From an optimization exercise on the open Yosys and OpenROAD flow, aimed at small area, a short achievable clock period and few clock cycles; shortcuts taken in it are not production practice.
Only simulation tests tie the RTL to the original design; equivalence was not proved.
No activity file was given, so power comes from the tool's default toggle rates.

<file path="flow/config.mk">
export PLATFORM = sky130hd
export DESIGN_NAME = skc_top
export DESIGN_NICKNAME = skc_top
export VERILOG_FILES = /design/flow/design.v
export SDC_FILE = /design/flow/constraint.sdc
export NUM_CORES = 4
export LEC_CHECK = 0
export CAP_MARGIN = 20
export CELL_PAD_IN_SITES_DETAIL_PLACEMENT = 0
export CELL_PAD_IN_SITES_GLOBAL_PLACEMENT = 0
export CORE_MARGIN = 2
export CORE_UTILIZATION = 55
export PLACE_DENSITY = 0.65
export SLEW_MARGIN = 20
</file>
<file path="flow/constraint.sdc">
create_clock -name core_clock -period 34.0 [get_ports {clk}]
set_input_delay 6.8000 -clock core_clock [delete_from_list [all_inputs] [get_ports {clk}]]
set_output_delay 6.8000 -clock core_clock [all_outputs]
set_load 0.01 [all_outputs]
</file>
<file path="flow/design.v">
module skc_mod_step (
    input  wire [31:0] hv,
    input  wire [2:0]  d_ll,    
    input  wire [2:0]  d_b,     
    input  wire [2:0]  d_h,     
    output reg  [2:0]  r_nl,    
    output reg  [1:0]  r_bi,    
    output reg  [1:0]  r_hi     
);
    function [1:0] add3(input [1:0] a, input [1:0] b);
        case ({a, b})
            4'b00_00: add3 = 2'd0;
            4'b00_01: add3 = 2'd1;
            4'b00_10: add3 = 2'd2;
            4'b01_00: add3 = 2'd1;
            4'b01_01: add3 = 2'd2;
            4'b01_10: add3 = 2'd0;
            4'b10_00: add3 = 2'd2;
            4'b10_01: add3 = 2'd0;
            4'b10_10: add3 = 2'd1;
            default:  add3 = 2'd0;
        endcase
    endfunction
    function [1:0] mod3_4(input [3:0] x);
        case (x)
            4'd0, 4'd3, 4'd6, 4'd9, 4'd12, 4'd15: mod3_4 = 2'd0;
            4'd1, 4'd4, 4'd7, 4'd10, 4'd13:       mod3_4 = 2'd1;
            default:                              mod3_4 = 2'd2;
        endcase
    endfunction
    reg [1:0] t [0:7];
    reg [1:0] r3;
    integer i;
    always @(*) begin
        for (i = 0; i < 8; i = i + 1) t[i] = mod3_4(hv[4*i +: 4]);
        for (i = 0; i < 4; i = i + 1) t[i] = add3(t[2*i], t[2*i+1]);
        for (i = 0; i < 2; i = i + 1) t[i] = add3(t[2*i], t[2*i+1]);
        r3 = add3(t[0], t[1]);
    end
    reg [2:0] r6;
    always @(*) begin
        case ({hv[0], r3})
            3'b0_00: r6 = 3'd0;
            3'b1_01: r6 = 3'd1;
            3'b0_10: r6 = 3'd2;
            3'b1_00: r6 = 3'd3;
            3'b0_01: r6 = 3'd4;
            3'b1_10: r6 = 3'd5;
            default: r6 = 3'd0;
        endcase
    end
    function [1:0] small_mod(input [2:0] d);
        case (d)
            3'd2:    small_mod = {1'b0, hv[0]};
            3'd3:    small_mod = r3;
            3'd4:    small_mod = hv[1:0];
            default: small_mod = 2'd0;
        endcase
    endfunction
    always @(*) begin
        case (d_ll)
            3'd1:    r_nl = {2'b00, hv[0]};
            3'd2:    r_nl = {1'b0, hv[1:0]};
            3'd3:    r_nl = r6;
            default: r_nl = hv[2:0];
        endcase
        r_bi = small_mod(d_b);
        r_hi = small_mod(d_h);
    end
endmodule
module skc_thr_ge (
    input  wire        clk,
    input  wire        start,
    input  wire        step,
    input  wire [15:0] a,
    input  wire [15:0] v,
    input  wire [63:0] thr,
    output wire        ge
);
    wire [10:0] e_field = thr[62:52];
    wire [52:0] sig     = {1'b1, thr[51:0]};
    reg  [60:0] acc;               
    reg  [31:0] p_hi;              
    reg         sticky;            
    wire [7:0]  chunk   = start ? v[15:8] : v[7:0];
    wire [68:0] base    = start ? 69'd0 : {acc, 8'd0};
    reg  [68:0] r [0:8];
    integer i;
    always @(*) begin
        for (i = 0; i < 8; i = i + 1)
            r[i] = {16'd0, (chunk[i] ? sig : 53'd0)} << i;
        r[8] = base;
    end
    function [137:0] csa(input [68:0] x, input [68:0] y, input [68:0] z);
        csa = {((x & y) | (x & z) | (y & z)) << 1, x ^ y ^ z};
    endfunction
    wire [137:0] l1a = csa(r[0], r[1], r[2]);
    wire [137:0] l1b = csa(r[3], r[4], r[5]);
    wire [137:0] l1c = csa(r[6], r[7], r[8]);
    wire [137:0] l2a = csa(l1a[68:0], l1a[137:69], l1b[68:0]);
    wire [137:0] l2b = csa(l1b[137:69], l1c[68:0], l1c[137:69]);
    wire [137:0] l3  = csa(l2a[68:0], l2a[137:69], l2b[68:0]);
    wire [137:0] l4  = csa(l3[68:0], l3[137:69], l2b[137:69]);
    wire [68:0]  prod = l4[68:0] + l4[137:69];
    always @(posedge clk) begin
        acc    <= prod[60:0];
        p_hi   <= prod[68:37];
        sticky <= (prod[36:0] != 37'd0);
    end
    wire        big     = (e_field > 11'd1038);                     
    wire        tiny    = (e_field < 11'd1007);                     
    wire [4:0]  sh      = 5'd30 - e_field[4:0] + 5'd16;             
    wire [46:0] a_sh    = {31'd0, a} << sh;
    wire        ge_mid  = (a_sh > {15'd0, p_hi}) || ((a_sh == {15'd0, p_hi}) && !sticky);
    assign ge = big  ? (v == 16'd0) :
                tiny ? ((v == 16'd0) || (a != 16'd0)) :
                ge_mid;
endmodule
module skc_top (
    input  wire         clk,
    input  wire         rst,
    input  wire         csr_valid,
    input  wire         csr_write,
    input  wire [7:0]   csr_addr,
    input  wire [31:0]  csr_wdata,
    output wire         csr_ready,
    output reg  [31:0]  csr_rdata,
    input  wire         cmd_valid,
    output wire         cmd_ready,
    input  wire [63:0]  cmd_word,
    input  wire [31:0]  cmd_key,
    output wire         rsp_valid,
    input  wire         rsp_ready,
    output wire [3:0]   rsp_status,
    output wire [63:0]  rsp_est,
    output wire         hreq_valid,
    input  wire         hreq_ready,
    output wire [31:0]  hreq_key,
    output wire [7:0]   hreq_klen,
    output wire [7:0]   hreq_seed,
    input  wire         hrsp_valid,
    output wire         hrsp_ready,
    input  wire [31:0]  hrsp_value
);
    localparam L_MAX  = 4;
    localparam M_MAX  = 4;
    localparam LL_MAX = 4;
    localparam B_MAX  = 4;
    localparam H_MAX  = 4;
    localparam N8_MAX = 4;
    localparam N16_MAX = 2;
    localparam KEY_MAX_LEN = 4;
    localparam [3:0] ST_OK        = 4'h0;
    localparam [3:0] ST_OPCODE    = 4'h1;
    localparam [3:0] ST_RESERVED  = 4'h2;
    localparam [3:0] ST_NOT_CFG   = 4'h3;
    localparam [3:0] ST_ALR_CFG   = 4'h4;
    localparam [3:0] ST_CONFIG    = 4'h5;
    localparam [3:0] ST_KEY_LEN   = 4'h6;
    localparam [2:0] S_IDLE = 3'd0;    
    localparam [2:0] S_CFG  = 3'd1;    
    localparam [2:0] S_HASH = 3'd2;    
    localparam [2:0] S_WAIT = 3'd3;    
    localparam [2:0] S_FIN  = 3'd4;    
    localparam [2:0] S_RESP = 3'd5;    
    reg [31:0] cfg_l, cfg_m, cfg_ll, cfg_b, cfg_h, cfg_n8, cfg_n16, thr_lo, thr_hi;
    reg        configured;
    reg        cfg_lock;
    reg [3:0]  last_status;
    reg [2:0]  fsm;
    reg        is_insert;
    reg [2:0]  klen;
    reg [31:0] key;
    reg [31:0] count;
    reg [2:0]  req_cnt;
    reg [2:0]  rsp_cnt;
    reg [2:0]  nl_r [0:3];
    reg [1:0]  bi_r [0:3];
    reg [1:0]  hi_r;
    reg        hc_pend;
    reg [32:0] hc;             
    reg [3:0]  rsp_status_r;
    reg        est_en;
    reg [3:0]  m_l;
    reg [7:0]  m8;
    reg [15:0] m16;
    reg [15:0] vmin;
    reg [1:0]  kmin;
    reg        mfound;
    reg [1:0]  midx;
    reg [15:0] mval;
    reg        ffound;
    reg [1:0]  fidx;
    reg [3:0]  nib   [0:L_MAX*2*LL_MAX-1];           
    reg [7:0]  c8    [0:M_MAX*8-1];                   
    reg [15:0] c16   [0:M_MAX*6-1];                   
    reg [2:0]  kls   [0:M_MAX*B_MAX-1];               
    reg [31:0] keyb  [0:M_MAX*B_MAX-1];
    reg [15:0] val   [0:M_MAX*B_MAX-1];
    reg [31:0] heavy [0:H_MAX-1];
    function [1:0] c8_b(input integer e);
        case (e)
            0: c8_b = 2'd0;  1, 2: c8_b = 2'd1;  3, 4: c8_b = 2'd2;  default: c8_b = 2'd3;
        endcase
    endfunction
    function [1:0] c8_s(input integer e);
        case (e)
            2, 6: c8_s = 2'd1;  4: c8_s = 2'd2;  7: c8_s = 2'd3;  default: c8_s = 2'd0;
        endcase
    endfunction
    function [1:0] c16_b(input integer e);
        case (e)
            0: c16_b = 2'd0;  1, 2: c16_b = 2'd1;  3: c16_b = 2'd2;  default: c16_b = 2'd3;
        endcase
    endfunction
    function c16_s(input integer e);
        c16_s = (e == 2) || (e == 5);
    endfunction
    wire [2:0] n_l   = cfg_l[2:0];
    wire [2:0] n_m   = cfg_m[2:0];
    wire [2:0] n_s   = (n_l > n_m) ? n_l : n_m;
    wire [63:0] thr  = {thr_hi, thr_lo};
    assign csr_ready = ~rst;
    wire   busy = (fsm != S_IDLE);
    always @(*) begin
        csr_rdata = 32'd0;
        if (csr_addr[1:0] == 2'b00) begin
            case (csr_addr[7:2])
                6'h00: csr_rdata = 32'h534B4331;
                6'h01: csr_rdata = {20'd0, last_status, 5'd0, cfg_lock, busy, configured};
                6'h02: csr_rdata = cfg_l;
                6'h03: csr_rdata = cfg_m;
                6'h04: csr_rdata = cfg_ll;
                6'h05: csr_rdata = cfg_b;
                6'h06: csr_rdata = cfg_h;
                6'h07: csr_rdata = cfg_n8;
                6'h08: csr_rdata = cfg_n16;
                6'h09: csr_rdata = thr_lo;
                6'h0A: csr_rdata = thr_hi;
                default: csr_rdata = 32'd0;
            endcase
        end
    end
    wire csr_wr = csr_valid && csr_write && !cfg_lock && (csr_addr[1:0] == 2'b00);
    assign cmd_ready = !rst && (fsm == S_IDLE);
    wire       accept = cmd_valid && cmd_ready;
    wire [3:0] opc    = cmd_word[3:0];
    wire [7:0] cklen  = cmd_word[15:8];
    wire       opc_ins = (opc == 4'h1);
    wire       opc_qry = (opc == 4'h2);
    wire       opc_cfg = (opc == 4'h3);
    wire       rsv_bad = (cmd_word[7:4] != 4'd0) || (cmd_word[31:16] != 16'd0) ||
                         ((opc_qry || opc_cfg) && (cmd_word[63:32] != 32'd0)) ||
                         (opc_cfg && (cklen != 8'd0));
    reg [3:0] dec_status;
    always @(*) begin
        if (!(opc_ins || opc_qry || opc_cfg))                 dec_status = ST_OPCODE;
        else if (rsv_bad)                                      dec_status = ST_RESERVED;
        else if ((opc_ins || opc_qry) && !configured)          dec_status = ST_NOT_CFG;
        else if (opc_cfg && configured)                        dec_status = ST_ALR_CFG;
        else if ((opc_ins || opc_qry) && ((cklen == 8'd0) || (cklen > KEY_MAX_LEN)))
                                                               dec_status = ST_KEY_LEN;
        else                                                   dec_status = ST_OK;
    end
    reg [31:0] cmd_key_masked;
    integer kb;
    always @(*) begin
        for (kb = 0; kb < 4; kb = kb + 1)
            cmd_key_masked[8*kb +: 8] = (kb < cklen) ? cmd_key[8*kb +: 8] : 8'd0;
    end
    wire thr_ok = (thr_hi[31] == 1'b0) && (thr_hi[30:20] != 11'h7FF) &&
                  ({thr_hi[30:0], thr_lo} != 63'd0);
    function in_range(input [31:0] r, input [2:0] mx);
        in_range = (r[31:3] == 29'd0) && (r[2:0] != 3'd0) && (r[2:0] <= mx);
    endfunction
    wire cfg_valid = in_range(cfg_l, L_MAX) && in_range(cfg_m, M_MAX) &&
                     in_range(cfg_ll, LL_MAX) && in_range(cfg_b, B_MAX) &&
                     in_range(cfg_h, H_MAX) && in_range(cfg_n8, N8_MAX) &&
                     in_range(cfg_n16, N16_MAX) && thr_ok;
    assign hreq_valid = !rst && (fsm == S_HASH) && (req_cnt < n_s);
    assign hreq_key   = key;
    assign hreq_klen  = {5'd0, klen};
    assign hreq_seed  = {5'd0, req_cnt};
    assign hrsp_ready = !rst && (fsm == S_HASH) && (rsp_cnt < n_s);
    wire   hreq_fire  = hreq_valid && hreq_ready;
    wire   hrsp_fire  = hrsp_valid && hrsp_ready;
    wire   last_rsp   = hrsp_fire && (rsp_cnt + 3'd1 == n_s);
    wire [2:0] nl_new;
    wire [1:0] bi_new, hi_new;
    skc_mod_step u_mod (.hv(hrsp_value), .d_ll(cfg_ll[2:0]), .d_b(cfg_b[2:0]), .d_h(cfg_h[2:0]),
                        .r_nl(nl_new), .r_bi(bi_new), .r_hi(hi_new));
    wire [1:0] aj = rsp_cnt[1:0];
    reg  [1:0] s8b  [0:3];        
    reg        s16b [0:3];        
    reg  [3:0]  l_nib [0:7];      
    reg  [7:0]  l_c8  [0:3];      
    reg  [15:0] l_c16 [0:3];
    reg  [2:0]  l_kls [0:3];
    reg  [31:0] l_key [0:3];
    reg  [15:0] l_val [0:3];
    integer j, b, e;
    always @(*) begin
        s8b[0] = 2'd0;
        s8b[1] = (cfg_n8[2:0] == 3'd1) ? 2'd0 : 2'd1;
        s8b[2] = (cfg_n8[2:0] <= 3'd2) ? 2'd0 : 2'd2;
        s8b[3] = (cfg_n8[2:0] == 3'd2) ? 2'd1 : (cfg_n8[2:0] == 3'd4) ? 2'd3 : 2'd0;
        for (b = 0; b < 4; b = b + 1)
            s16b[b] = (cfg_n16[1:0] == 2'd2) ? b[0] : 1'b0;
        for (b = 0; b < 8; b = b + 1)
            l_nib[b] = nib[aj*8 + b];
        for (b = 0; b < 4; b = b + 1) begin
            l_c8[b]  = 8'd0;
            for (e = 0; e < 8; e = e + 1)
                if (c8_b(e) == b[1:0] && c8_s(e) == s8b[b])
                    l_c8[b] = c8[aj*8 + e];
            l_c16[b] = 16'd0;
            for (e = 0; e < 6; e = e + 1)
                if (c16_b(e) == b[1:0] && c16_s(e) == s16b[b])
                    l_c16[b] = c16[aj*6 + e];
            l_kls[b] = kls[aj*4 + b];
            l_key[b] = keyb[aj*4 + b];
            l_val[b] = val[aj*4 + b];
        end
    end
    wire        a_lt  = (rsp_cnt < n_l);
    wire        a_mid = (rsp_cnt < n_m);
    wire [3:0]  a_lv  = l_nib[nl_new];
    wire [7:0]  a_v8  = l_c8[bi_new];
    wire [15:0] a_v16 = l_c16[bi_new];
    wire        a_occ = (l_kls[bi_new] != 3'd0);
    wire [15:0] a_val = l_val[bi_new];
    reg  [3:0]  l_eq;
    always @(*)
        for (b = 0; b < 4; b = b + 1)
            l_eq[b] = (l_kls[b] == klen) && (l_key[b] == key);
    wire        a_eq  = l_eq[bi_new];
    reg  [7:0]  l_ltl;
    reg  [3:0]  l_lt8, l_lt16, l_ltv;
    always @(*) begin
        for (b = 0; b < 8; b = b + 1)
            l_ltl[b] = (l_nib[b] < m_l);
        for (b = 0; b < 4; b = b + 1) begin
            l_lt8[b]  = (l_c8[b] < m8);
            l_lt16[b] = (l_c16[b] < m16);
            l_ltv[b]  = (l_val[b] < vmin);
        end
    end
    wire        a_ltl  = l_ltl[nl_new];
    wire        a_lt8  = l_lt8[bi_new];
    wire        a_lt16 = l_lt16[bi_new];
    wire        a_ltv  = l_ltv[bi_new];
    reg [3:0]  cap_lv  [0:3];
    reg [7:0]  cap_v8  [0:3];
    reg [15:0] cap_v16 [0:3];
    wire        slot_ok = mfound || ffound;
    wire [1:0]  slot_f  = mfound ? midx : fidx;
    wire [15:0] v_ins   = mfound ? mval : (ffound ? 16'd0 : m16);
    wire [15:0] v_qry   = mfound ? mval : m16;
    wire [17:0] s_ins   = {14'd0, m_l} + {10'd0, m8} + {2'd0, v_ins};
    wire [4:0]  lo_a    = {1'b0, count[3:0]} + {1'b0, m_l};
    wire [9:0]  lo_x    = {1'b0, count[8:0]} + {6'd0, m_l} + {2'd0, m8};
    wire [18:0] lo_y    = {1'b0, count[17:0]} + {1'b0, s_ins};
    wire        a_sat   = (count[31:4] != 28'd0) || (lo_a >= 5'd15);
    wire        x_sat   = (count[31:9] != 23'd0) || (lo_x >= 10'd269);
    wire        y_sat   = (count[31:18] != 14'd0) || (lo_y >= 19'd65803);
    wire [17:0] s_h     = is_insert ? s_ins : 18'd65802;
    wire [33:0] h_sum   = {1'b0, hc} + {16'd0, s_h};
    localparam [33:0] H_CAP = 34'hFFFFFFFF + 34'd65802;
    wire        h_sat   = (h_sum > H_CAP);
    wire [32:0] est_h   = h_sat ? H_CAP[32:0] : h_sum[32:0];
    wire [33:0] h_new_w = {1'b0, hc} + {16'd0, s_ins} - 34'd65802;
    wire [31:0] heavy_new = h_sat ? 32'hFFFFFFFF : h_new_w[31:0];
    reg [32:0] est;
    always @(*) begin
        if (is_insert) begin
            if (!a_sat)      est = {28'd0, lo_a};
            else if (!x_sat) est = {23'd0, lo_x};
            else if (!y_sat) est = {14'd0, lo_y};
            else             est = est_h;
        end else begin
            if (m_l != 4'hF)            est = {29'd0, m_l};
            else if (m8 != 8'hFF)       est = {25'd0, m8} + 33'd14;
            else if (v_qry != 16'hFFFF) est = {17'd0, v_qry} + 33'd268;
            else                        est = est_h;
        end
    end
    wire [7:0]  c8_cand  = lo_x[7:0] - 8'd14;                       
    wire [15:0] y_m268   = lo_y[15:0] - 16'd268;
    wire [15:0] m16r     = y_sat ? 16'hFFFF : y_m268;               
    wire fin     = fin_q;              
    wire fin_ins = fin && is_insert;
    wire do_kv   = fin_ins && a_sat && x_sat && slot_ok;
    wire do_16   = fin_ins && a_sat && x_sat && !slot_ok;
    wire do_hv   = fin_ins && a_sat && x_sat && y_sat;
    reg        fin_q;
    reg        ev1, ev2;
    reg [15:0] m16r_r;
    reg [2:0]  ev_klen;
    reg [31:0] ev_key;
    always @(posedge clk) begin
        fin_q <= !rst && (((fsm == S_HASH) && last_rsp && (rsp_cnt != 3'd0)) || (fsm == S_WAIT));
        ev1 <= !rst && do_16;
        ev2 <= !rst && ev1;
        if (do_16) begin
            m16r_r  <= m16r;
            ev_klen <= klen;
            ev_key  <= key;
        end
    end
    wire evict_ge;
    skc_thr_ge u_thr (.clk(clk), .start(fin), .step(ev1), .a(m16r_r), .v(vmin), .thr(thr), .ge(evict_ge));
    wire do_ev = ev2 && evict_ge;
    assign rsp_valid  = !rst && ((fsm == S_FIN) || (fsm == S_RESP));
    assign rsp_status = rsp_status_r;
    assign rsp_est    = {31'd0, est_en ? est : 33'd0};
    wire   rsp_fire   = rsp_valid && rsp_ready;
    always @(posedge clk) begin
        if (rst) begin
            cfg_l   <= 32'd0;
            cfg_m   <= 32'd0;
            cfg_ll  <= 32'd0;
            cfg_b   <= 32'd0;
            cfg_h   <= 32'd0;
            cfg_n8  <= 32'd0;
            cfg_n16 <= 32'd0;
            thr_lo  <= 32'd0;
            thr_hi  <= 32'h40000000;
            configured  <= 1'b0;
            cfg_lock    <= 1'b0;
            last_status <= 4'd0;
            fsm         <= S_IDLE;
        end else begin
            if (csr_wr) begin
                case (csr_addr[7:2])
                    6'h02: cfg_l   <= csr_wdata;
                    6'h03: cfg_m   <= csr_wdata;
                    6'h04: cfg_ll  <= csr_wdata;
                    6'h05: cfg_b   <= csr_wdata;
                    6'h06: cfg_h   <= csr_wdata;
                    6'h07: cfg_n8  <= csr_wdata;
                    6'h08: cfg_n16 <= csr_wdata;
                    6'h09: thr_lo  <= csr_wdata;
                    6'h0A: thr_hi  <= csr_wdata;
                    default: ;
                endcase
            end
            case (fsm)
                S_IDLE: begin
                    if (accept) begin
                        is_insert <= opc_ins;
                        klen      <= cklen[2:0];
                        key       <= cmd_key_masked;
                        count     <= cmd_word[63:32];
                        req_cnt   <= 3'd0;
                        rsp_cnt   <= 3'd0;
                        est_en    <= 1'b0;
                        m_l       <= 4'hF;
                        m8        <= 8'hFF;
                        m16       <= 16'hFFFF;
                        mfound    <= 1'b0;
                        ffound    <= 1'b0;
                        if (opc_cfg)
                            cfg_lock <= 1'b1;
                        if (dec_status != ST_OK) begin
                            rsp_status_r <= dec_status;
                            fsm <= S_RESP;
                        end else if (opc_cfg) begin
                            fsm <= S_CFG;
                        end else begin
                            rsp_status_r <= ST_OK;
                            fsm <= S_HASH;
                        end
                    end
                end
                S_CFG: begin
                    if (cfg_valid) begin
                        configured   <= 1'b1;
                        rsp_status_r <= ST_OK;
                    end else begin
                        rsp_status_r <= ST_CONFIG;
                    end
                    fsm <= S_RESP;
                end
                S_HASH: begin
                    if (hreq_fire)
                        req_cnt <= req_cnt + 3'd1;
                    if (hrsp_fire) begin
                        rsp_cnt <= rsp_cnt + 3'd1;
                        nl_r[aj]    <= nl_new;
                        bi_r[aj]    <= bi_new;
                        cap_lv[aj]  <= a_lv;
                        cap_v8[aj]  <= a_v8;
                        cap_v16[aj] <= a_v16;
                        if (rsp_cnt == 3'd0)
                            hi_r <= hi_new;
                        if (a_lt && a_ltl)
                            m_l <= a_lv;
                        if (a_mid) begin
                            if (a_lt8)  m8  <= a_v8;
                            if (a_lt16) m16 <= a_v16;
                            if (rsp_cnt == 3'd0 || a_ltv) begin
                                vmin <= a_val;
                                kmin <= aj;
                            end
                            if (!mfound && a_occ && a_eq) begin
                                mfound <= 1'b1;
                                midx   <= aj;
                                mval   <= a_val;
                            end
                            if (!ffound && !a_occ) begin
                                ffound <= 1'b1;
                                fidx   <= aj;
                            end
                        end
                        if (last_rsp) begin
                            est_en <= 1'b1;
                            fsm <= (rsp_cnt == 3'd0) ? S_WAIT : S_FIN;
                        end
                    end
                end
                S_WAIT: fsm <= S_FIN;
                S_FIN: begin
                    if (rsp_ready) begin
                        last_status <= rsp_status_r;
                        cfg_lock    <= configured;
                        fsm <= S_IDLE;
                    end else begin
                        fsm <= S_RESP;
                    end
                end
                S_RESP: begin
                    if (rsp_ready) begin
                        last_status <= rsp_status_r;
                        cfg_lock    <= configured;
                        fsm <= S_IDLE;
                    end
                end
                default: fsm <= S_IDLE;
            endcase
        end
    end
    always @(posedge clk) begin
        hc_pend <= (fsm == S_HASH) && hrsp_fire && (rsp_cnt == 3'd0);
        if (hc_pend)
            hc <= {1'b0, heavy[hi_r]} + {1'b0, count};
    end
    wire clr = !rst && (fsm == S_CFG) && cfg_valid;
    wire [3:0]  wd_nib = (a_sat ? 4'hF : lo_a[3:0]) & {4{~clr}};
    wire [7:0]  wd_c8  = (x_sat ? 8'hFF : c8_cand) & {8{~clr}};
    wire [2:0]  wd_kls = (ev2 ? ev_klen : klen) & {3{~clr}};
    wire [31:0] wd_key = (ev2 ? ev_key : key) & {32{~clr}};
    wire [15:0] wd_val = (ev2 ? m16r_r : m16r) & {16{~clr}};
    wire [31:0] wd_hv  = heavy_new & {32{~clr}};
    reg  [15:0] wd_c16 [0:3];
    reg  [15:0] st4;
    reg  [16:0] ad;
    always @(*)
        for (j = 0; j < 4; j = j + 1) begin
            st4 = (cap_v16[j] < m16r_r) ? m16r_r : cap_v16[j];
            ad  = {1'b0, st4} + {1'b0, vmin};
            wd_c16[j] = (!evict_ge ? st4 : (ad[16] ? 16'hFFFF : ad[15:0])) & {16{~clr}};
        end
    integer n;
    always @(posedge clk) begin
        for (j = 0; j < 4; j = j + 1) begin
            for (n = 0; n < 8; n = n + 1)
                if (clr || (fin_ins && (j < n_l) && (nl_r[j] == n) && (a_sat || (cap_lv[j] < lo_a[3:0]))))
                    nib[j*8 + n] <= wd_nib;
            for (n = 0; n < 8; n = n + 1)
                if (clr || (fin_ins && a_sat && (j < n_m) && (bi_r[j] == c8_b(n)) && (s8b[c8_b(n)] == c8_s(n)) &&
                            (x_sat || (cap_v8[j] < c8_cand))))
                    c8[j*8 + n] <= wd_c8;
            for (n = 0; n < 6; n = n + 1)
                if (clr || (ev2 && (j < n_m) && (bi_r[j] == c16_b(n)) && (s16b[c16_b(n)] == c16_s(n))))
                    c16[j*6 + n] <= wd_c16[j];
            for (n = 0; n < 4; n = n + 1)
                if (clr || ((bi_r[j] == n) && ((do_kv && (slot_f == j)) || (do_ev && (kmin == j))))) begin
                    kls [j*4 + n] <= wd_kls;
                    keyb[j*4 + n] <= wd_key;
                    val [j*4 + n] <= wd_val;
                end
        end
        for (n = 0; n < 4; n = n + 1)
            if (clr || (do_hv && (hi_r == n)))
                heavy[n] <= wd_hv;
    end
endmodule
</file>
<file path="flow/run.sh">
#!/bin/bash
# synth_recipe.tcl (not shown) runs the flow's synth.tcl, then flattens the netlist and writes it again
# the make line also repeats each setting of config.mk as NAME=value (left out here)
make -C /OpenROAD-flow-scripts/flow DESIGN_CONFIG=/design/flow/config.mk WORK_HOME=/design/flow/orfs CLKGATE_MAP_FILE= SYNTH_SCRIPT=/design/flow/synth_recipe.tcl finish
</file>
==> results of run 1 <==
==> kinds of logic after synthesis <==
kind of cell               count (synthesis)  share of synthesized area, %
muxes                                    291                          2.52
DFF                                     2446                          51.3
AOI/OAI and AO/OA                       3324                          16.1
xor gates and xnor gates                 426                          2.74
adders and majority gates               1028                          11.5
other                                      1                       0.00276
buffers and inverters                   1457                          4.17
and+or+nand+nor                         3371                          11.6
==> Yosys cell counts, types with 47 or more instances <==
| cell type | n |
|---|---|
| a211oi_1 | 53 |
| and2_1 | 53 |
| nand2_1 | 1359 |
| o21bai_1 | 60 |
| o22ai_1 | 48 |
| inv_1 | 638 |
| a221oi_1 | 154 |
| ha_1 | 650 |
| o21a_1 | 66 |
| buf_4 | 47 |
| nand2b_1 | 133 |
| o21ai_0 | 401 |
| nor2b_1 | 410 |
| and3_1 | 62 |
| xnor2_1 | 254 |
| o31ai_1 | 75 |
| dfxtp_1 | 370 |
| clkbuf_1 | 636 |
| a31oi_1 | 260 |
| nor2_1 | 658 |
| nand3_1 | 220 |
| mux2_2 | 59 |
| nor3_1 | 90 |
| a21o_1 | 180 |
| mux2i_1 | 196 |
| a22oi_1 | 608 |
| fa_1 | 378 |
| buf_1 | 113 |
| xor2_1 | 172 |
| a222oi_1 | 89 |
| a21oi_1 | 1000 |
| nor4_1 | 150 |
| nand4_1 | 108 |
| edfxtp_1 | 2076 |
==> power breakdown <==
part | switching, mW | internal (mW)
Sequential | 0.0434 | 3.29
Combinational | 0.957 | 0.482
Clock | 1.22 | 1.77
==> cell type report <==
class | count | area (µm²)
fillers | 19700 | 93600
flip-flops and latches | 2446 | 69800
multi-input cells | 8482 | 62000
clock buffers | 341 | 7360
repair buffers | 591 | 5260
well taps | 3220 | 4030
inverters | 644 | 2420
clock inverters | 140 | 1550
diodes | 9 | 22.5
==> metrics by stage <==
step	hold WS [ps]	power [mW]	instance area, µm²	cells
6_report	464	7.77	152000	15900
3_3_place_gp	442	4.77	143000	15400
2_1_floorplan	414	4.27	136000	12400
5_1_grt	479	7.98	152000	15900
4_1_cts	461	7.73	152000	15900
3_5_place_dp	453	4.79	143000	15400
==> per-layer routing <==
layer / part of all wire, % / wire length, µm / GRT usage (%) / vias to the layer above
li1: - / - / - / 45800
met1: 39 / 203000 / 55.7 / 53100
met2: 43 / 223000 / 59.5 / 7264
met3: 12 / 61500 / 9.60 / 1398
met4: 5.6 / 28700 / 19.2 / 18
met5: 0.025 / 128 / 0 / -
==> path summary, 6_finish.rpt <==
path / startpoint / end / slack, ps / cells past startpoint
min reg2reg: thr_lo[16] / thr_lo[16] / 460 / 2
max: csr_addr[2] / csr_rdata[3] / 16430 / 9
max reg2reg: rsp_cnt[0] / mval[2] / 25240 / 17
min: thr_lo[16] / thr_lo[16] / 460 / 2
==> flip-flops by register name, indices dropped and copies added, names as in the netlist, 33 cells and up <==
| signal | count |
|---|---|
| c8 | 256 |
| val | 256 |
| nib | 128 |
| u_thr.acc | 37 |
| heavy | 128 |
| hc | 33 |
| keyb | 512 |
| c16 | 384 |
| cap_v16 | 64 |
| kls | 48 |
==> worst max-delay path: stages <==
cell and delay, ps:
buf_2 460, buf_4 600, nor2b_2 700, buf_4 400
a21oi_1 130, o22ai_1 410, a21oi_1 80, a21oi_1 470
clkdlybuf4s50_1 650
==> impl_metrics.json, run 1 <==
{
  "port-buffer-count": 286,
  "power_density_nw_per_um2": 51.0,
  "finalSetupTns_ps": 0,
  "cts_root_buf": "clkbuf_16",
  "num_vias": 108000,
  "clock_path_buffers": 4,
  "critical_path_class": "primary input to primary output",
  "gp_congestion": 1.02,
  "status": "no timing/DRC/antenna violations",
  "hold_buffers": 0,
  "critPathCaptureType": "primary output",
  "initial_utilization_pct": 55.3,
  "syn_inst": 12300,
  "synth_top_area_share_pct": 45.8,
  "yosys.area.top_type": "edfxtp_1",
  "rows": 182,
  "ios": 329,
  "finClkSkew_ps": 122,
  "numCtsBuffers": 278,
  "post-route-period-util_pct": 51.7,
  "post_cts.repair.setup_buffers": 0,
  "dieArea_um2": 251000,
  "cts_max_level": 5,
  "grt_use_total_pct": 40.2,
  "nNetsFinal": 13600,
  "hold_violations": 0,
  "arrival_ps": 10770,
  "synthesis.area_um2": 136000,
  "drive_gt1_share_pct": 7.98,
  "avgSynthCellArea_um2": 11.0,
  "postSynth.asyncResetShare_pct": 0,
  "synth-main-ff-cell": "edfxtp_1",
  "ant_nets": 0,
  "die_w_um": 501,
  "fin_ws_ps": 16430,
  "clk_pin_slew_ps": 60,
  "ir_drop_uv": 52.5,
  "grt_pass1_vias": 103000,
  "hold_path.class": "flip-flop to flip-flop",
  "yosysWarnings": 21,
  "routed_via_density": 6.78,
  "grt_max_degree": 141,
  "path_max_fanout": 52,
  "period_minus_slack_ps": 17570,
  "slew_headroom_pct": 11.5,
  "area_growth_pct": 12.0,
  "tritoncts": "done",
  "antenna_found_initial": 32,
  "rsz0062_at_grt": "no",
  "ys_top_cells_by_area": "edfxtp_1, ha_1, fa_1",
  "ctsResizeCount": 0,
  "final_common_cell": "edfxtp_1",
  "wirelength_um": 516000,
  "setup_violations": 0,
  "fp.dieH_um": 501,
  "insertion_delay_ps": 990,
  "ys_ff_latch": 2446,
  "grt_pass1_wl_um": 732000,
  "synth_edf_count": 2076,
  "cp.required_ps": 27200,
  "cap_violations": 0,
  "final_core_util_pct": 62.0,
  "ys_types": 101,
  "dpl_worst_slack_ps": 16520,
  "final_cell_mix": "edfxtp_1, nand2_1, a21oi_1",
  "fmax_mhz": 56.9,
  "grt-ovfl-total": 0,
  "drc": 0,
  "worstSetupStartpointType": "primary input",
  "cts.sinks": 2446,
  "drt_first_pass_iters": 9,
  "core_area_um2": 246000,
  "seq_area_frac_synth_pct": 51.3,
  "drv_slew": 0,
  "dp_hpwl_um": 359000,
  "first_iter_violations": 16100,
  "p_leak_nw": 53.5,
  "wl_per_cell_um": 32.5,
  "worst_pin_slew_ps": 1320
}
Testbench counts, summed over its fixed seeds: cycles 56,000.
==> inputs of run 2 (changes only) <==
--- a/flow/design.v
+++ b/flow/design.v
@@ -178,7 +178,8 @@
     reg [1:0]  bi_r [0:3];
     reg [1:0]  hi_r;
     reg        hc_pend;
-    reg [32:0] hc;             
+    reg [33:0] hc;             
+    reg [15:0] v_last;
     reg [3:0]  rsp_status_r;
     reg        est_en;
     reg [3:0]  m_l;
@@ -349,26 +350,38 @@
     wire        a_lt8  = l_lt8[bi_new];
     wire        a_lt16 = l_lt16[bi_new];
     wire        a_ltv  = l_ltv[bi_new];
+    wire        n_mfound = mfound || (a_mid && a_eq);
+    wire [15:0] n_mval   = mfound ? mval : a_val;
+    wire        n_ffound = ffound || (a_mid && !a_occ);
+    wire [15:0] n_m16    = (a_mid && a_lt16) ? a_v16 : m16;
+    wire [15:0] v_next   = n_mfound ? n_mval : ((n_ffound && is_insert) ? 16'd0 : n_m16);
     reg [3:0]  cap_lv  [0:3];
     reg [7:0]  cap_v8  [0:3];
     reg [15:0] cap_v16 [0:3];
     wire        slot_ok = mfound || ffound;
     wire [1:0]  slot_f  = mfound ? midx : fidx;
-    wire [15:0] v_ins   = mfound ? mval : (ffound ? 16'd0 : m16);
-    wire [15:0] v_qry   = mfound ? mval : m16;
-    wire [17:0] s_ins   = {14'd0, m_l} + {10'd0, m8} + {2'd0, v_ins};
+    function [35:0] csa3(input [17:0] x, input [17:0] y, input [17:0] z);
+        csa3 = {((x & y) | (x & z) | (y & z)), x ^ y ^ z};
+    endfunction
+    wire [35:0] s_cs    = csa3({14'd0, m_l}, {10'd0, m8}, {2'd0, v_last});
+    wire [17:0] s_sum   = s_cs[17:0];
+    wire [17:0] s_cy    = {s_cs[34:18], 1'b0};
     wire [4:0]  lo_a    = {1'b0, count[3:0]} + {1'b0, m_l};
     wire [9:0]  lo_x    = {1'b0, count[8:0]} + {6'd0, m_l} + {2'd0, m8};
-    wire [18:0] lo_y    = {1'b0, count[17:0]} + {1'b0, s_ins};
+    wire [35:0] y_cs    = csa3(count[17:0], s_sum, s_cy);
+    wire [18:0] lo_y    = {1'b0, y_cs[17:0]} + {y_cs[35:18], 1'b0};
     wire        a_sat   = (count[31:4] != 28'd0) || (lo_a >= 5'd15);
     wire        x_sat   = (count[31:9] != 23'd0) || (lo_x >= 10'd269);
     wire        y_sat   = (count[31:18] != 14'd0) || (lo_y >= 19'd65803);
-    wire [17:0] s_h     = is_insert ? s_ins : 18'd65802;
-    wire [33:0] h_sum   = {1'b0, hc} + {16'd0, s_h};
+    wire [33:0] hs_sum  = {16'd0, s_sum};
+    wire [33:0] hs_cy   = {16'd0, s_cy};
+    wire [33:0] h_x     = hc ^ hs_sum ^ hs_cy;
+    wire [33:0] h_c     = {((hc & hs_sum) | (hc & hs_cy) | (hs_sum & hs_cy)), 1'b0};
+    wire [33:0] h_sum   = h_x + h_c;
     localparam [33:0] H_CAP = 34'hFFFFFFFF + 34'd65802;
     wire        h_sat   = (h_sum > H_CAP);
     wire [32:0] est_h   = h_sat ? H_CAP[32:0] : h_sum[32:0];
-    wire [33:0] h_new_w = {1'b0, hc} + {16'd0, s_ins} - 34'd65802;
+    wire [33:0] h_new_w = h_sum - 34'd65802;
     wire [31:0] heavy_new = h_sat ? 32'hFFFFFFFF : h_new_w[31:0];
     reg [32:0] est;
     always @(*) begin
@@ -378,10 +391,10 @@
             else if (!y_sat) est = {14'd0, lo_y};
             else             est = est_h;
         end else begin
-            if (m_l != 4'hF)            est = {29'd0, m_l};
-            else if (m8 != 8'hFF)       est = {25'd0, m8} + 33'd14;
-            else if (v_qry != 16'hFFFF) est = {17'd0, v_qry} + 33'd268;
-            else                        est = est_h;
+            if (m_l != 4'hF)             est = {29'd0, m_l};
+            else if (m8 != 8'hFF)        est = {25'd0, m8} + 33'd14;
+            else if (v_last != 16'hFFFF) est = {17'd0, v_last} + 33'd268;
+            else                         est = est_h;
         end
     end
     wire [7:0]  c8_cand  = lo_x[7:0] - 8'd14;                       
@@ -493,6 +506,7 @@
                         cap_v16[aj] <= a_v16;
                         if (rsp_cnt == 3'd0)
                             hi_r <= hi_new;
+                        v_last <= v_next;
                         if (a_lt && a_ltl)
                             m_l <= a_lv;
                         if (a_mid) begin
@@ -542,7 +556,7 @@
     always @(posedge clk) begin
         hc_pend <= (fsm == S_HASH) && hrsp_fire && (rsp_cnt == 3'd0);
         if (hc_pend)
-            hc <= {1'b0, heavy[hi_r]} + {1'b0, count};
+            hc <= {2'd0, heavy[hi_r]} + (is_insert ? {2'd0, count} : 34'h3FFFFFFFD);
     end
     wire clr = !rst && (fsm == S_CFG) && cfg_valid;
     wire [3:0]  wd_nib = (a_sat ? 4'hF : lo_a[3:0]) & {4{~clr}};
==> flow/flow/run.sh (new file) <==
#!/bin/bash
# The standard layout, with repair_timing aiming for setup slack of at least
# SETUP_SLACK_MARGIN at the design's clock period (the SDC is unchanged).
set -euo pipefail
bash standard.sh SETUP_SLACK_MARGIN=18.5 finish > make_finish.log 2>&1
==> flow/standard.sh (new file) <==
#!/bin/bash
# synth_recipe.tcl (not shown) runs the flow's synth.tcl, then flattens the netlist and writes it again
# the make line also repeats each setting of config.mk as NAME=value (left out here)
make -C /OpenROAD-flow-scripts/flow DESIGN_CONFIG=/design/flow/config.mk WORK_HOME=/design/flow/orfs CLKGATE_MAP_FILE= SYNTH_SCRIPT=/design/flow/synth_recipe.tcl "${@:-finish}"
removed: flow/run.sh
==> impl_metrics.json, run 2 <==
{
  "path_max_fanout": 22,
  "power_frac_seq_pct": 45.9,
  "dp_hpwl_um": 343000,
  "grt_pass1_vias": 103000,
  "arrival_ps": 8800,
  "numCtsBuffers": 285,
  "synthesis.area_um2": 136000,
  "synth-main-ff-cell": "edfxtp_1",
  "ys_top_cells_by_area": "edfxtp_1, fa_1, ha_1",
  "path_delay_family": "buffers and inverters",
  "p_leak_nw": 55.2,
  "ant_nets": 0,
  "yosys.area.top_type": "edfxtp_1",
  "clk_pin_slew_ps": 70,
  "hold_path.class": "flip-flop to flip-flop",
  "hold_ws_ps": 458,
  "num_vias": 106000,
  "cts_max_level": 5,
  "top_register": "keyb",
  "dpl_worst_slack_ps": 16750,
  "synth.most_common_cell": "edfxtp_1",
  "dp_cells": 15100,
  "final_cell_mix": "edfxtp_1, nand2_1, a21oi_1",
  "ios": 329,
  "synth_edf_count": 2093,
  "finClkSkew_ps": 115,
  "cts.sinks": 2463,
  "hold_violations": 0,
  "rows": 182,
  "pwr-share-clk_pct": 42.0,
  "grt-ovfl-total": 0,
  "initial_utilization_pct": 55.3,
  "setup_violations": 0,
  "power_switching_mw": 1.85,
  "hold_buffers": 0,
  "p_int_mw": 5.36,
  "critical_path_class": "primary input to primary output",
  "drt_first_pass_iters": 11,
  "worstSetupStartpointType": "primary input",
  "grt_use_total_pct": 39.5,
  "tritoncts": "done",
  "insertion_delay_ps": 990,
  "swShare_pct": 25.7,
  "ys_types": 110,
  "syn_inst": 12200,
  "reg_top3": "keyb: 512 flops, c16: 384 flops",
  "final_common_cell": "edfxtp_1",
  "rsz0062_at_grt": "yes",
  "nNetsFinal": 13400,
  "wl_per_cell_um": 32.3,
  "post-route-period-util_pct": 45.9,
  "gp_congestion": 1.01,
  "grt_pass1_wl_um": 722000,
  "placed_area_um2": 143000,
  "period_minus_slack_ps": 15600,
  "crit_buf_inv": 4,
  "power_density_nw_per_um2": 47.2,
  "cap_violations": 0,
  "yosysWarnings": 21,
  "worst_r2r_path_depth": 33,
  "finalSetupTns_ps": 0,
  "dieArea_um2": 251000,
  "drc": 0,
  "wirelength_um": 507000,
  "die_w_um": 501,
  "synth_common_cells": "edfxtp_1, nand2_1, a21oi_1",
  "crit_cells": 9,
  "cts_root_buf": "clkbuf_16",
  "postSynth.asyncResetShare_pct": 0,
  "area_growth_pct": 12.3,
  "core_area_um2": 246000,
  "ir_drop_uv": 52.4,
  "design_area_um2": 153000,
  "clock_path_buffers": 4,
  "fp.dieH_um": 501,
  "stdcell_count": 15700,
  "slowest_delay_ps": 570,
  "drive_gt1_share_pct": 9.06,
  "drv_slew": 0,
  "worstPathCellList": "buf_16, buf_16, buf_4, nor2_1, a22oi_1, nor2_1, a221oi_2, a21oi_4, clkdlybuf4s50_1",
  "first_iter_violations": 16000,
  "synth_top_area_share_pct": 46.2,
  "fmax_mhz": 64.1,
  "finalPower_mw": 7.21,
  "fill_cells": 19500,
  "slew_headroom_pct": 16.8,
  "status": "no timing/DRC/antenna violations",
  "fin_ws_ps": 18400,
  "critPathCaptureType": "primary output",
  "cp.required_ps": 27200,
  "grt_max_degree": 121,
  "final_core_util_pct": 62.1,
  "routed_via_density": 6.78,
  "worst_pin_slew_ps": 1240,
  "largest_reg_flops": 512,
  "avgSynthCellArea_um2": 11.2,
  "pwr-share-comb_pct": 12.1,
  "port-buffer-count": 286,
  "crit_slowest_cell": "clkdlybuf4s50_1",
  "seq_area_frac_synth_pct": 51.7,
  "ys_ff_latch": 2463,
  "antenna_found_initial": 21,
  "hold_depth": 1
}
[run 2: cell count changes in the layout (fill, tap and decap cells not counted), moves of 62 or more]
cell / delta
a21oi_1: +147
nor2_1: -100
nor2b_1: -267
a22oi_1: -181
a31oi_1: -212
and2_1: +254
inv_1: -62
a221oi_1: +122
[run 2: cells by family (layout without fill, tap and decap cells)]
group           after synthesis  count (layout)  share of synthesized area [%]
compound gates             3211            3211                           15.7
xor+xnor                    406             406                           2.61
fa+ha+maj                   988             988                           11.3
buf+inv                    1397            1658                           4.05
flops                      2463            2463                           51.7
mux                         346             346                           3.11
other cells                   1              50                        0.00276
simple gates               3344            3347                           11.6
[run 2: worst register-to-register path, delay by kind of cell (launching register included)]
kind | cells | cell delay (ps)
adders and majority gates | 3 | 1000
muxes | 1 | 290
buffers and inverters | 5 | 1030
DFF | 1 | 760
AOI/OAI and AO/OA | 22 | 5120
and+or+nand+nor | 2 | 650
[run 2: worst paths after layout]
path / slack (ps) / start / end
setup reg to reg: 24820 / m16r_r[1] / c16[8][11]
hold / removal: 460 / ev1 / ev2
hold reg to reg: 460 / ev1 / ev2
setup / recovery: 18400 / csr_addr[3] / csr_rdata[30]
[run 2: layer usage]
| layer | track usage (%) | up-vias | routed length, µm |
|---|---|---|---|
| li1 | - | 45200 | - |
| met1 | 54.0 | 52500 | 196000 |
| met2 | 59.6 | 7116 | 223000 |
| met3 | 8.07 | 1482 | 57300 |
| met4 | 21.0 | 12 | 30700 |
| met5 | 0.135 | - | 99 |
[run 2: power by group through the flow]
stage                     Sequential [mW]  Clock [mW]  Combinational [mW]
after global routing                 3.31        3.15               0.924
after CTS                            3.31        3.04               0.849
after global placement               3.38           0               0.822
final                                3.31        3.03               0.873
after detailed placement             3.38           0               0.836
after floorplan                      3.36           0               0.525
[run 2: area by class of cell]
class,count,area (µm²),area share (%)
Inverter,584,2210,1.44
Multi-Input combinational cell,8340,61600,40.4
Clock buffer,342,7510,4.92
Timing Repair Buffer,584,5510,3.61
Clock inverter,148,1540,1.01
Antenna cell,8,20.0,0.0131
Sequential cell,2463,70300,46.0
Tap cell,3220,4030,2.64
[run 2: repair_timing]
action                                  CTS  global route
setup buffers                            38             5
hold endpoints to repair                  0             0
cloned                                    8             1
resized for setup                       156            32
pin swaps                                18             5
endpoints found under the setup margin   33            29
Testbench counts of run 2, summed over its fixed seeds: cycles 56,000.
==> inputs of run 3 (changes only) <==
==> flow/run.sh (new file) <==
#!/bin/bash
# synth_recipe.tcl (not shown) runs the flow's synth.tcl, then flattens the netlist and writes it again
# the make line also repeats each setting of config.mk as NAME=value (left out here)
make -C /OpenROAD-flow-scripts/flow DESIGN_CONFIG=/design/flow/config.mk WORK_HOME=/design/flow/orfs CLKGATE_MAP_FILE= SYNTH_SCRIPT=/design/flow/synth_recipe.tcl finish
--- a/flow/config.mk
+++ b/flow/config.mk
@@ -10,5 +10,6 @@
 export CELL_PAD_IN_SITES_GLOBAL_PLACEMENT = 0
 export CORE_MARGIN = 2
 export CORE_UTILIZATION = 55
+export CTS_BUF_LIST = sky130_fd_sc_hd__clkbuf_8
 export PLACE_DENSITY = 0.65
 export SLEW_MARGIN = 20
removed: flow/flow/run.sh
removed: flow/standard.sh
==> impl_metrics.json, run 3 <==
{
  "syn_inst": 12200,
  "hold_depth": 1,
  "hold_ws_ps": 457,
  "r2r_end": "c16[8][11]",
  "path_max_fanout": 49,
  "synth_mux_area_share_pct": 3.11,
  "ys_types": 110,
  "status": "no timing/DRC/antenna violations",
  "final_cell_mix": "edfxtp_1, nand2_1, a21oi_1",
  "cp-startpoint": "csr_addr[2]",
  "p_leak_nw": 54.5,
  "ant_nets": 0,
  "first_iter_violations": 15500,
  "hold_buffers": 0,
  "rows": 182,
  "slew_headroom_pct": 19.8,
  "arrival_ps": 10610,
  "synth_compound_area_share_pct": 15.7,
  "post-route-period-util_pct": 51.2,
  "ys_top_cells_by_area": "edfxtp_1, fa_1, ha_1",
  "synthSimpleGateAreaFrac_pct": 11.6,
  "power_density_nw_per_um2": 44.5,
  "synth-main-ff-cell": "edfxtp_1",
  "synth_top_area_share_pct": 46.2,
  "area_growth_pct": 10.5,
  "routed_via_density": 6.75,
  "grt-ovfl-total": 0,
  "cts_max_level": 5,
  "synthAdderAreaFrac_pct": 11.3,
  "cts_root_buf": "clkbuf_8",
  "nNetsFinal": 13500,
  "clock_path_buffers": 4,
  "synthesis.area_um2": 136000,
  "yosys.area.top_type": "edfxtp_1",
  "worstReg2RegStart": "m16r_r[1]",
  "crit_slowest_cell": "and2_1",
  "synth_top_family_by_area": "compound AO/OA/AOI/OAI gates",
  "dieArea_um2": 251000,
  "wl_per_cell_um": 31.9,
  "yosysWarnings": 21,
  "period_minus_slack_ps": 17410,
  "worstPathCellList": "buf_2, buf_4, nor2b_2, buf_4, and2_1, a221oi_1, a21oi_1, clkdlybuf4s50_1",
  "grt_use_total_pct": 39.4,
  "die_w_um": 501,
  "critPathCaptureType": "primary output",
  "hold_violations": 0,
  "worst_r2r_path_depth": 33,
  "critical_path_class": "primary input to primary output",
  "synth_common_cells": "edfxtp_1, nand2_1, a21oi_1",
  "ys_ff_latch": 2463,
  "grt_pass1_vias": 103000,
  "drive_gt1_share_pct": 9.02,
  "top_register": "keyb",
  "finClkSkew_ps": 181,
  "grt_use_met2_pct": 59.7,
  "rsz0062_at_grt": "no",
  "worst_pin_slew_ps": 1200,
  "synth_xor_area_share_pct": 2.61,
  "fill_cells": 19900,
  "hold_path_end": "ev2",
  "final_core_util_pct": 61.1,
  "tritoncts": "done",
  "ir_drop_uv": 44.8,
  "ios": 329,
  "worstSetupStartpointType": "primary input",
  "initial_utilization_pct": 55.3,
  "wirelength_um": 506000,
  "drv_slew": 0,
  "cp.required_ps": 27200,
  "fmax_mhz": 57.4,
  "grt_pass1_wl_um": 721000,
  "num_vias": 107000,
  "antenna_found_initial": 20,
  "min_from": "ev1",
  "fp.dieH_um": 501,
  "core_area_um2": 246000,
  "final_common_cell": "edfxtp_1",
  "cts.sinks": 2463,
  "largest_reg_flops": 512,
  "synth_edf_count": 2093,
  "grt_max_degree": 121,
  "grt_util_met3_pct": 7.74,
  "finalSetupTns_ps": 0,
  "ctsResizeCount": 0,
  "postSynth.asyncResetShare_pct": 0,
  "grt_use_met1_pct": 53.9,
  "numCtsBuffers": 414,
  "cap_violations": 0,
  "setup_violations": 0,
  "post_cts.repair.setup_buffers": 0,
  "crit_path_frequent_cell": "buf_4",
  "gp_congestion": 1.01,
  "clk_pin_slew_ps": 70,
  "dp_hpwl_um": 343000,
  "slowest_delay_ps": 670,
  "hold_path.class": "flip-flop to flip-flop",
  "drc": 0,
  "avgSynthCellArea_um2": 11.2,
  "seq_area_frac_synth_pct": 51.7,
  "reg_top3": "keyb: 512 flops, c16: 384 flops",
  "insertion_delay_ps": 1200,
  "reg2reg_slack_ps": 24800,
  "synth.most_common_cell": "edfxtp_1",
  "port-buffer-count": 286,
  "grt-busiest-layer": "met2",
  "drt_first_pass_iters": 12
}
## run 3: cell types whose count changed in the layout (fill, tap and decap cells not counted), moves of 17 or more
cell             delta
buf_4              -31
a21oi_1            +20
clkinv_2           +17
clkinv_1           +54
inv_1             +113
clkdlybuf4s50_1    +35
clkbuf_1           -45
clkbuf_16         -290
clkbuf_8          +423
## run 3: layout make-up
type / instances / area, µm² / area share, %
antenna: 11 / 27.5 / 0.0183
clock buffer: 431 / 5930 / 3.95
clock inverter: 306 / 1700 / 1.13
inverter: 584 / 2200 / 1.46
multi-input combinational: 8337 / 61300 / 40.8
sequential: 2463 / 70300 / 46.7
tap: 3220 / 4030 / 2.68
timing repair buffer: 534 / 4880 / 3.25
## run 3: how the worst max path moves through the flow
stage	end	slack, ps	cells past startpoint
3_5_place_dp	csr_rdata[22]	16750	8
2_1_floorplan	csr_rdata[1]	18620	6
5_1_grt	csr_rdata[22]	16570	8
3_3_place_gp	csr_rdata[22]	16770	8
6_report	csr_rdata[22]	16590	8
4_1_cts	csr_rdata[22]	16740	8
## run 3: kinds of logic after synthesis
logic type | after synthesis
simple gates | 3344
compound gates | 3211
flops | 2463
buf+inv | 1397
fa+ha+maj | 988
xor+xnor | 406
mux | 346
other cells | 1
## run 3: power breakdown
| group | total, mW | internal [mW] | switching, mW | leakage (nW) |
|---|---|---|---|---|
| Combinational | 0.864 | 0.286 | 0.578 | 28.6 |
| Sequential | 3.31 | 3.28 | 0.0286 | 21.6 |
| Clock | 2.51 | 1.27 | 1.24 | 4.30 |
## run 3: worst max-delay path: cells and delay by family
kind	cells	cell delay [ps]
and+or+nand+nor	2	920
AOI/OAI and AO/OA	2	630
buffers and inverters	4	2160
## run 3: per-stage QoR
stage / std cells / cell area [µm²] / power, mW / setup slack (ps)
after CTS: 15900 / 150000 / 6.68 / 16740
after detailed placement: 15100 / 143000 / 4.21 / 16750
after floorplan: 12200 / 136000 / 3.88 / 18620
after global placement: 15100 / 143000 / 4.20 / 16770
after global routing: 15900 / 150000 / 6.88 / 16570
final: 15900 / 150000 / 6.69 / 16590
## run 3: layer usage
| layer | part of all wire [%] | vias up | wire length [µm] |
|---|---|---|---|
| met3 | 11 | 1546 | 56600 |
| met2 | 44 | 7188 | 223000 |
| met1 | 39 | 53000 | 195000 |
| met4 | 6.2 | 8 | 31300 |
| li1 | - | 45400 | - |
| met5 | 0.0091 | - | 46 |
==> inputs of run 4 (changes only) <==
--- a/flow/design.v
+++ b/flow/design.v
@@ -70,51 +70,69 @@
 endmodule
 module skc_thr_ge (
     input  wire        clk,
+    input  wire        rst,
     input  wire        start,
-    input  wire        step,
     input  wire [15:0] a,
     input  wire [15:0] v,
     input  wire [63:0] thr,
-    output wire        ge
+    output wire        ge_fast,
+    output wire        amb,
+    output reg         busy,
+    output reg         done,
+    output wire        ge_slow
 );
     wire [10:0] e_field = thr[62:52];
-    wire [52:0] sig     = {1'b1, thr[51:0]};
-    reg  [60:0] acc;               
-    reg  [31:0] p_hi;              
-    reg         sticky;            
-    wire [7:0]  chunk   = start ? v[15:8] : v[7:0];
-    wire [68:0] base    = start ? 69'd0 : {acc, 8'd0};
-    reg  [68:0] r [0:8];
-    integer i;
-    always @(*) begin
-        for (i = 0; i < 8; i = i + 1)
-            r[i] = {16'd0, (chunk[i] ? sig : 53'd0)} << i;
-        r[8] = base;
-    end
-    function [137:0] csa(input [68:0] x, input [68:0] y, input [68:0] z);
-        csa = {((x & y) | (x & z) | (y & z)) << 1, x ^ y ^ z};
-    endfunction
-    wire [137:0] l1a = csa(r[0], r[1], r[2]);
-    wire [137:0] l1b = csa(r[3], r[4], r[5]);
-    wire [137:0] l1c = csa(r[6], r[7], r[8]);
-    wire [137:0] l2a = csa(l1a[68:0], l1a[137:69], l1b[68:0]);
-    wire [137:0] l2b = csa(l1b[137:69], l1c[68:0], l1c[137:69]);
-    wire [137:0] l3  = csa(l2a[68:0], l2a[137:69], l2b[68:0]);
-    wire [137:0] l4  = csa(l3[68:0], l3[137:69], l2b[137:69]);
-    wire [68:0]  prod = l4[68:0] + l4[137:69];
-    always @(posedge clk) begin
-        acc    <= prod[60:0];
-        p_hi   <= prod[68:37];
-        sticky <= (prod[36:0] != 37'd0);
-    end
     wire        big     = (e_field > 11'd1038);                     
     wire        tiny    = (e_field < 11'd1007);                     
     wire [4:0]  sh      = 5'd30 - e_field[4:0] + 5'd16;             
+    wire        v_zero  = (v == 16'd0);
+    reg  [2:0]  cnt;
+    reg  [8:0]  m;
+    always @(*) begin
+        case (cnt)
+            3'd4:    m = {1'b0, thr[43:36]};
+            3'd3:    m = thr[35:27];
+            3'd2:    m = thr[26:18];
+            3'd1:    m = thr[17:9];
+            3'd0:    m = thr[8:0];
+            default: m = 9'd0;
+        endcase
+        if (!busy)
+            m = {1'b1, thr[51:44]};
+    end
+    wire [24:0] q       = v * m;
     wire [46:0] a_sh    = {31'd0, a} << sh;
-    wire        ge_mid  = (a_sh > {15'd0, p_hi}) || ((a_sh == {15'd0, p_hi}) && !sticky);
-    assign ge = big  ? (v == 16'd0) :
-                tiny ? ((v == 16'd0) || (a != 16'd0)) :
-                ge_mid;
+    wire [47:0] d       = {1'b0, a_sh} - {16'd0, q, 7'd0};            
+    wire        d_neg   = d[47];
+    wire        le_lo   = d_neg || (d == 48'd0);
+    wire        ge_hi   = !d_neg && (d[46:0] >= {24'd0, v, 7'd0});
+    wire        exact   = v_zero || (thr[43:0] == 44'd0);
+    assign amb     = !big && !tiny && !exact && !le_lo && !ge_hi;
+    assign ge_fast = big  ? v_zero :
+                     tiny ? (v_zero || (a != 16'd0)) :
+                     exact ? !d_neg : ge_hi;
+    reg  [22:0] d_r;
+    reg  [59:0] acc;
+    always @(posedge clk) begin
+        if (rst) begin
+            busy <= 1'b0;
+            done <= 1'b0;
+        end else begin
+            done <= busy && (cnt == 3'd0);
+            if (start) begin
+                busy <= 1'b1;
+                cnt  <= 3'd4;
+                acc  <= 60'd0;
+                d_r  <= d[22:0];
+            end else if (busy) begin
+                acc  <= {acc[50:0], 9'd0} + {35'd0, q};
+                cnt  <= cnt - 3'd1;
+                if (cnt == 3'd0)
+                    busy <= 1'b0;
+            end
+        end
+    end
+    assign ge_slow = (d_r > acc[59:37]) || ((d_r == acc[59:37]) && (acc[36:0] == 37'd0));
 endmodule
 module skc_top (
     input  wire         clk,
@@ -168,6 +186,7 @@
     reg        cfg_lock;
     reg [3:0]  last_status;
     reg [2:0]  fsm;
+    wire       thr_busy;           
     reg        is_insert;
     reg [2:0]  klen;
     reg [31:0] key;
@@ -243,7 +262,7 @@
         end
     end
     wire csr_wr = csr_valid && csr_write && !cfg_lock && (csr_addr[1:0] == 2'b00);
-    assign cmd_ready = !rst && (fsm == S_IDLE);
+    assign cmd_ready = !rst && (fsm == S_IDLE) && !thr_busy;
     wire       accept = cmd_valid && cmd_ready;
     wire [3:0] opc    = cmd_word[3:0];
     wire [7:0] cklen  = cmd_word[15:8];
@@ -406,23 +425,14 @@
     wire do_16   = fin_ins && a_sat && x_sat && !slot_ok;
     wire do_hv   = fin_ins && a_sat && x_sat && y_sat;
     reg        fin_q;
-    reg        ev1, ev2;
-    reg [15:0] m16r_r;
-    reg [2:0]  ev_klen;
-    reg [31:0] ev_key;
-    always @(posedge clk) begin
+    always @(posedge clk)
         fin_q <= !rst && (((fsm == S_HASH) && last_rsp && (rsp_cnt != 3'd0)) || (fsm == S_WAIT));
-        ev1 <= !rst && do_16;
-        ev2 <= !rst && ev1;
-        if (do_16) begin
-            m16r_r  <= m16r;
-            ev_klen <= klen;
-            ev_key  <= key;
-        end
-    end
-    wire evict_ge;
-    skc_thr_ge u_thr (.clk(clk), .start(fin), .step(ev1), .a(m16r_r), .v(vmin), .thr(thr), .ge(evict_ge));
-    wire do_ev = ev2 && evict_ge;
+    wire thr_gef, thr_amb, thr_done, thr_ges;
+    skc_thr_ge u_thr (.clk(clk), .rst(rst), .start(do_16 && thr_amb), .a(m16r), .v(vmin), .thr(thr),
+                      .ge_fast(thr_gef), .amb(thr_amb), .busy(thr_busy), .done(thr_done), .ge_slow(thr_ges));
+    wire ev_wr    = (do_16 && !thr_amb) || thr_done;
+    wire evict_ge = thr_done ? thr_ges : thr_gef;
+    wire do_ev    = ev_wr && evict_ge;
     assign rsp_valid  = !rst && ((fsm == S_FIN) || (fsm == S_RESP));
     assign rsp_status = rsp_status_r;
     assign rsp_est    = {31'd0, est_en ? est : 33'd0};
@@ -561,16 +571,16 @@
     wire clr = !rst && (fsm == S_CFG) && cfg_valid;
     wire [3:0]  wd_nib = (a_sat ? 4'hF : lo_a[3:0]) & {4{~clr}};
     wire [7:0]  wd_c8  = (x_sat ? 8'hFF : c8_cand) & {8{~clr}};
-    wire [2:0]  wd_kls = (ev2 ? ev_klen : klen) & {3{~clr}};
-    wire [31:0] wd_key = (ev2 ? ev_key : key) & {32{~clr}};
-    wire [15:0] wd_val = (ev2 ? m16r_r : m16r) & {16{~clr}};
+    wire [2:0]  wd_kls = klen & {3{~clr}};
+    wire [31:0] wd_key = key & {32{~clr}};
+    wire [15:0] wd_val = m16r & {16{~clr}};
     wire [31:0] wd_hv  = heavy_new & {32{~clr}};
     reg  [15:0] wd_c16 [0:3];
     reg  [15:0] st4;
     reg  [16:0] ad;
     always @(*)
         for (j = 0; j < 4; j = j + 1) begin
-            st4 = (cap_v16[j] < m16r_r) ? m16r_r : cap_v16[j];
+            st4 = (cap_v16[j] < m16r) ? m16r : cap_v16[j];
             ad  = {1'b0, st4} + {1'b0, vmin};
             wd_c16[j] = (!evict_ge ? st4 : (ad[16] ? 16'hFFFF : ad[15:0])) & {16{~clr}};
         end
@@ -585,7 +595,7 @@
                             (x_sat || (cap_v8[j] < c8_cand))))
                     c8[j*8 + n] <= wd_c8;
             for (n = 0; n < 6; n = n + 1)
-                if (clr || (ev2 && (j < n_m) && (bi_r[j] == c16_b(n)) && (s16b[c16_b(n)] == c16_s(n))))
+                if (clr || (ev_wr && (j < n_m) && (bi_r[j] == c16_b(n)) && (s16b[c16_b(n)] == c16_s(n))))
                     c16[j*6 + n] <= wd_c16[j];
             for (n = 0; n < 4; n = n + 1)
                 if (clr || ((bi_r[j] == n) && ((do_kv && (slot_f == j)) || (do_ev && (kmin == j))))) begin
==> flow/flow/run.sh (new file) <==
#!/bin/bash
# The standard layout, with repair_timing aiming for setup slack of at least
# SETUP_SLACK_MARGIN at the design's clock period (the SDC is unchanged).
set -euo pipefail
bash standard.sh SETUP_SLACK_MARGIN=19.5 finish > make_finish.log 2>&1
==> flow/standard.sh (new file) <==
#!/bin/bash
# synth_recipe.tcl (not shown) runs the flow's synth.tcl, then flattens the netlist and writes it again
# the make line also repeats each setting of config.mk as NAME=value (left out here)
make -C /OpenROAD-flow-scripts/flow DESIGN_CONFIG=/design/flow/config.mk WORK_HOME=/design/flow/orfs CLKGATE_MAP_FILE= SYNTH_SCRIPT=/design/flow/synth_recipe.tcl "${@:-finish}"
--- a/flow/config.mk
+++ b/flow/config.mk
@@ -10,6 +10,5 @@
 export CELL_PAD_IN_SITES_GLOBAL_PLACEMENT = 0
 export CORE_MARGIN = 2
 export CORE_UTILIZATION = 55
-export CTS_BUF_LIST = sky130_fd_sc_hd__clkbuf_8
 export PLACE_DENSITY = 0.65
 export SLEW_MARGIN = 20
removed: flow/run.sh
==> impl_metrics.json, run 4 <==
{
  "numCtsBuffers": 277,
  "final_cell_mix": "edfxtp_1, nand2_1, a21oi_1",
  "wl_met1_um": 187000,
  "grt_max_degree": 142,
  "area_growth_pct": 14.1,
  "synth_edf_count": 2128,
  "rows": 178,
  "worst_pin_slew_ps": 1270,
  "finalSetupTns_ps": 0,
  "initial_utilization_pct": 55.2,
  "synth_common_cells": "edfxtp_1, nand2_1, a21oi_1",
  "routed_via_density": 6.85,
  "post-route-period-util_pct": 45.0,
  "final_common_cell": "edfxtp_1",
  "drt_first_pass_iters": 10,
  "cts_max_level": 5,
  "cap_violations": 0,
  "wirelength_um": 488000,
  "path_max_fanout": 6,
  "stdcell_count": 15300,
  "grt_use_total_pct": 39.7,
  "hold_buffers": 0,
  "fmax_mhz": 65.4,
  "ir_drop_uv": 48.1,
  "clk_pin_slew_ps": 60,
  "ios": 329,
  "critical_path_class": "primary input to primary output",
  "grt_pass1_vias": 98900,
  "reg_top3": "keyb: 512 flops, c16: 384 flops",
  "highest_layer": "met5",
  "yosysWarnings": 20,
  "num_vias": 105000,
  "period_minus_slack_ps": 15300,
  "dp_hpwl_um": 328000,
  "synthesis.area_um2": 130000,
  "route.met3.wl_um": 57700,
  "gp_congestion": 1.01,
  "antenna_found_initial": 25,
  "cts.sinks": 2428,
  "first_iter_violations": 14900,
  "clock_path_buffers": 4,
  "dp_cells": 14600,
  "drc": 0,
  "hold_path.class": "flip-flop to flip-flop",
  "ys_ff_latch": 2428,
  "power_density_nw_per_um2": 51.1,
  "drv_slew": 0,
  "insertion_delay_ps": 970,
  "status": "no timing/DRC/antenna violations",
  "ys_types": 110,
  "ant_nets": 0,
  "dieArea_um2": 240000,
  "synth.most_common_cell": "edfxtp_1",
  "p_leak_nw": 49.8,
  "slew_headroom_pct": 14.9,
  "fp.dieH_um": 490,
  "cts_root_buf": "clkbuf_16",
  "critPathCaptureType": "primary output",
  "seq_area_frac_synth_pct": 53.9,
  "grt_pass1_wl_um": 693000,
  "synth_top_area_share_pct": 49.3,
  "port-buffer-count": 286,
  "die_w_um": 490,
  "worstSetupStartpointType": "primary input",
  "tritoncts": "done",
  "setup_violations": 0,
  "arrival_ps": 8500,
  "rsz0062_at_grt": "yes",
  "ys_top_cells_by_area": "edfxtp_1, ha_1, dfxtp_1",
  "drive_gt1_share_pct": 10.8,
  "yosys.area.top_type": "edfxtp_1",
  "hold_violations": 0,
  "top_register": "keyb",
  "cp.required_ps": 27200,
  "nNetsFinal": 12800,
  "syn_inst": 11700,
  "largest_reg_flops": 512,
  "postSynth.asyncResetShare_pct": 0,
  "grt-ovfl-total": 0,
  "core_area_um2": 235000,
  "finClkSkew_ps": 96.9,
  "synth-main-ff-cell": "edfxtp_1",
  "wl_per_cell_um": 31.9,
  "avgSynthCellArea_um2": 11.1,
  "routed-wl-met2_um": 215000
}
[run 4: final timing paths]
| check | from | endpoint | slack (ps) | cells past startpoint |
|---|---|---|---|---|
| setup / recovery | csr_addr[5] | csr_rdata[31] | 18700 | 12 |
| setup reg to reg | m_l[1] | keyb[15][16] | 20100 | 46 |
| hold / removal | cfg_b[3] | cfg_b[3] | 480 | 2 |
| hold reg to reg | cfg_b[3] | cfg_b[3] | 480 | 2 |
[run 4: stage by stage]
stage	total power, mW	cell area, µm²	setup WS, ps	util, %	hold WS [ps]
2_1_floorplan	4.18	130000	19080	-	439
4_1_cts	7.54	147000	18770	62.7	477
3_5_place_dp	4.67	137000	16920	58.3	468
6_report	7.56	148000	18700	63.0	478
5_1_grt	7.77	148000	18700	63.0	506
3_3_place_gp	4.65	137000	16950	58.3	460
[run 4: layout make-up]
type / count / area (µm²)
antenna: 14 / 35.0
inverter: 500 / 1920
tap: 3150 / 3940
timing repair buffer: 685 / 6590
clock inverter: 133 / 1230
multi-input combinational: 8026 / 57000
clock buffer: 335 / 7310
fill: 18600 / 86800
sequential: 2428 / 69900
[run 4: routing by layer]
layer	vias to the layer above	global-route usage, %
met2	7110	60.3
li1	44600	-
met5	-	0
met1	51300	53.7
met3	1449	9.58
met4	18	18.6
[run 4: kinds of logic after synthesis]
logic type	after synthesis	synth area share (%)
AOI/OAI and AO/OA	3361	17.2
and+or+nand+nor	3174	11.5
DFF	2428	53.9
buffers and inverters	1257	3.82
adders and majority gates	747	7.97
xor gates and xnor gates	451	3.05
muxes	244	2.57
other	1	0.00289
[run 4: repair_timing]
item                       CTS  global route
buffers inserted            88            30
setup endpoints to repair   71          1222
pin swaps                   66            46
gates resized for setup    333           101
gates cloned                18             2
hold endpoints to repair     0             0
[run 4: where the power goes]
part | total [mW] | internal (mW) | switching, mW
clock network | 2.89 | 1.69 | 1.20
logic | 1.37 | 0.462 | 0.909
registers | 3.30 | 3.27 | 0.0370
[run 4: worst max-delay path: stages]
cell and delay [ps]:
buf_12 110, nor3_4 230, buf_4 150, buf_6 100, nand2b_4 100, buf_12 150, nor2_4 160, buf_12 160
buf_6 110, a221oi_2 50, a21oi_2 200, buf_4 170
Testbench counts of run 4, summed over its fixed seeds: cycles 56,000.

==> re-timing with driven ports <==
Ports are ideal in the flow. The routed layouts listed here were re-timed in OpenROAD.
Step 1: set_driving_cell puts a clkbuf_16 on clk and a buf_2 on each other input, an assumption about the parent block.
Step 2 also shifts input and output timing later by t, the mid clock arrival at the registers, as if the neighbouring blocks saw the same clock.
a / b / c = no drivers / after step 1 / after step 2; a / b = the first two.
| run | t, ns | setup slack, ns |
|---|---|---|
| run 1 | 1.038 | 16.427 / 16.391 / 16.391 |
| run 2 | 1.030 | 18.396 / 18.232 / 18.232 |
| run 3 | 1.214 | 16.587 / 16.539 / 16.539 |
| run 4 | 1.016 | 18.698 / 18.567 / 18.567 |
After both steps every run listed still meets setup and hold.
